Background: an optimization exercise with open tools, aiming at small area. Do not read the settings as production practice.

run a:
==> flow/design.v <==
module sigma_delta_modulator #(
    parameter integer N  = 1024,
    parameter integer F  = 14,
    parameter integer SW = F + 2,
    parameter integer M  = N / 8,
    parameter integer AW = F + 1 + $clog2(N + 2),
    parameter integer IW = (N > 1) ? $clog2(N) : 1,
    parameter integer CW = (M > 1) ? $clog2(M) : 1
) (
    input  wire          clk,
    input  wire          rst,
    input  wire          start,
    input  wire          sample_valid,
    input  wire [SW-1:0] sample_data,
    output wire [IW-1:0] sample_idx,
    output reg           busy,
    output wire          done,
    output wire          fault,
    output wire [1:0]    fault_cause,
    output reg           byte_valid,
    output wire [CW-1:0] byte_addr,
    output wire [7:0]    byte_data
);
    localparam integer HW = AW - F;             
    reg [IW-1:0] idx;
    reg [AW-1:0] t;
    reg [6:0]    sh;
    wire mod_bit = ~t[AW-1];
    wire en = sample_valid;
    wire [2:0]    k      = {sample_data[SW-1], sample_data[SW-1:F]} + {mod_bit, mod_bit, 1'b1};
    wire [AW-1:0] addend = en ? {{(AW-F-3){k[2]}}, k, sample_data[F-1:0]} : {AW{1'b0}};
    wire [AW:0]   cy;
    wire [AW-1:0] sum;
    assign cy[0] = 1'b0;
    genvar i;
    generate
        for (i = 0; i < AW; i = i + 1) begin : g_add
            assign sum[i]  = t[i] ^ addend[i] ^ cy[i];
            assign cy[i+1] = (t[i] & addend[i]) | (cy[i] & (t[i] ^ addend[i]));
        end
    endgenerate
    wire [IW:0]   inc    = {1'b0, idx} + en;
    always @(posedge clk) begin
        if (start) begin
            t   <= {{HW{1'b0}}, {F{1'b1}}};
            idx <= {IW{1'b0}};
        end else begin
            t   <= sum;
            idx <= inc[IW-1:0];
        end
        if (en)
            sh <= {sh[5:0], mod_bit};
    end
    always @(posedge clk) begin
        if (rst) begin
            busy       <= 1'b0;
            byte_valid <= 1'b0;
        end else if (start) begin
            busy       <= 1'b1;
            byte_valid <= 1'b0;
        end else begin
            if (busy && sample_valid && idx == N - 1)
                busy <= 1'b0;
            byte_valid <= busy && sample_valid && (idx[2:0] == 3'd7);
        end
    end
    assign sample_idx  = idx;
    assign done        = byte_valid & ~busy;
    assign byte_addr   = idx[IW-1:3] - 1'b1;
    assign byte_data   = {sh, mod_bit};
    assign fault       = 1'b0;
    assign fault_cause = 2'b00;
endmodule
make LEC_CHECK=0 CAP_MARGIN=20 CORE_MARGIN=2 CORE_UTILIZATION=40 SLEW_MARGIN=20 finish   # period 8.0 ns
run.sh (not shown) runs the stock make flow with config.mk's settings and CLKGATE_MAP_FILE= SYNTH_SCRIPT=/design/flow/synth_recipe.tcl, a recipe that flattens the netlist after the stock synthesis.
In run a the implementation ran to completion but is not tape-out ready, as the final checks report setup timing.
What run b does differently from run a at the input level:
--- a/flow/design.v
+++ b/flow/design.v
@@ -27,26 +27,19 @@
     reg [6:0]    sh;
     wire mod_bit = ~t[AW-1];
     wire en = sample_valid;
-    wire [2:0]    k      = {sample_data[SW-1], sample_data[SW-1:F]} + {mod_bit, mod_bit, 1'b1};
-    wire [AW-1:0] addend = en ? {{(AW-F-3){k[2]}}, k, sample_data[F-1:0]} : {AW{1'b0}};
-    wire [AW:0]   cy;
-    wire [AW-1:0] sum;
-    assign cy[0] = 1'b0;
-    genvar i;
-    generate
-        for (i = 0; i < AW; i = i + 1) begin : g_add
-            assign sum[i]  = t[i] ^ addend[i] ^ cy[i];
-            assign cy[i+1] = (t[i] & addend[i]) | (cy[i] & (t[i] ^ addend[i]));
-        end
-    endgenerate
-    wire [IW:0]   inc    = {1'b0, idx} + en;
+    wire [F-1:0]  add_lo = en ? sample_data[F-1:0] : {F{1'b0}};
+    wire [HW-1:0] fb     = mod_bit ? {HW{1'b1}} : {{(HW-1){1'b0}}, 1'b1};
+    wire [HW-1:0] add_hi = en ? ({{(HW-2){sample_data[SW-1]}}, sample_data[SW-1:F]} + fb)
+                              : {HW{1'b0}};
+    wire [F:0]    sum_lo = {1'b0, t[F-1:0]} + {1'b0, add_lo};
+    wire [HW-1:0] sum_hi = t[AW-1:F] + add_hi + sum_lo[F];
     always @(posedge clk) begin
         if (start) begin
             t   <= {{HW{1'b0}}, {F{1'b1}}};
             idx <= {IW{1'b0}};
         end else begin
-            t   <= sum;
-            idx <= inc[IW-1:0];
+            t   <= {sum_hi, sum_lo[F-1:0]};
+            idx <= idx + en;
         end
         if (en)
             sh <= {sh[5:0], mod_bit};
## What came out
- Run b finished all stages; the layout is clean.
- Number of distinct standard cells referenced by the synthesized netlist came out higher on run b than on run a.
- Run b vs. run a: sequential share of layout area fell 6.1 points, worst setup slack rose 4.79 ns, worst hold slack fell 0.0060 ns, global routing usage on met3 fell 0.33 points.
- Of run a and run b, the lower time the worst path needs with I/O delays and setup belongs to run b.
- Compared to run a, run b has critical path depth 15 lower.
- Post-synthesis adder-cell area fraction ended up 8.7 points lower on run b than on run a.
- Post-placement cell area, run a and run b, higher one = run b.
Function was not checked in any run of this note: the RTL went through the layout flow alone.

## what the ideal ports hide
Ports are ideal in the flow. The routed layouts listed here were re-timed in OpenROAD. Step 1 (the two cells are an assumption about what drives the block):
set clk [get_ports {clk}]
set_driving_cell -lib_cell sky130_fd_sc_hd__clkbuf_16 $clk
set_driving_cell -lib_cell sky130_fd_sc_hd__buf_2 [delete_from_list [all_inputs] $clk]
Step 2, shift: input delay + t, output delay - t, t = (earliest + latest rising clock arrival at the registers) / 2. This alone moves slack from input paths to output paths. Three values: ideal, step 1, step 2; two values: the first two.
run	t, ns	setup WS [ns]	worst data-port slew with drivers (ns)	cell pins on the clock port's net
run a	0.317	-2.477 / -2.483 / -2.800	0.04	1
run b	0.320	2.317 / 2.325 / 2.006	0.04	1
For run a, which loses most, drivers alone change the setup slack by -0.006 ns; drivers and shift together by -0.323 ns.
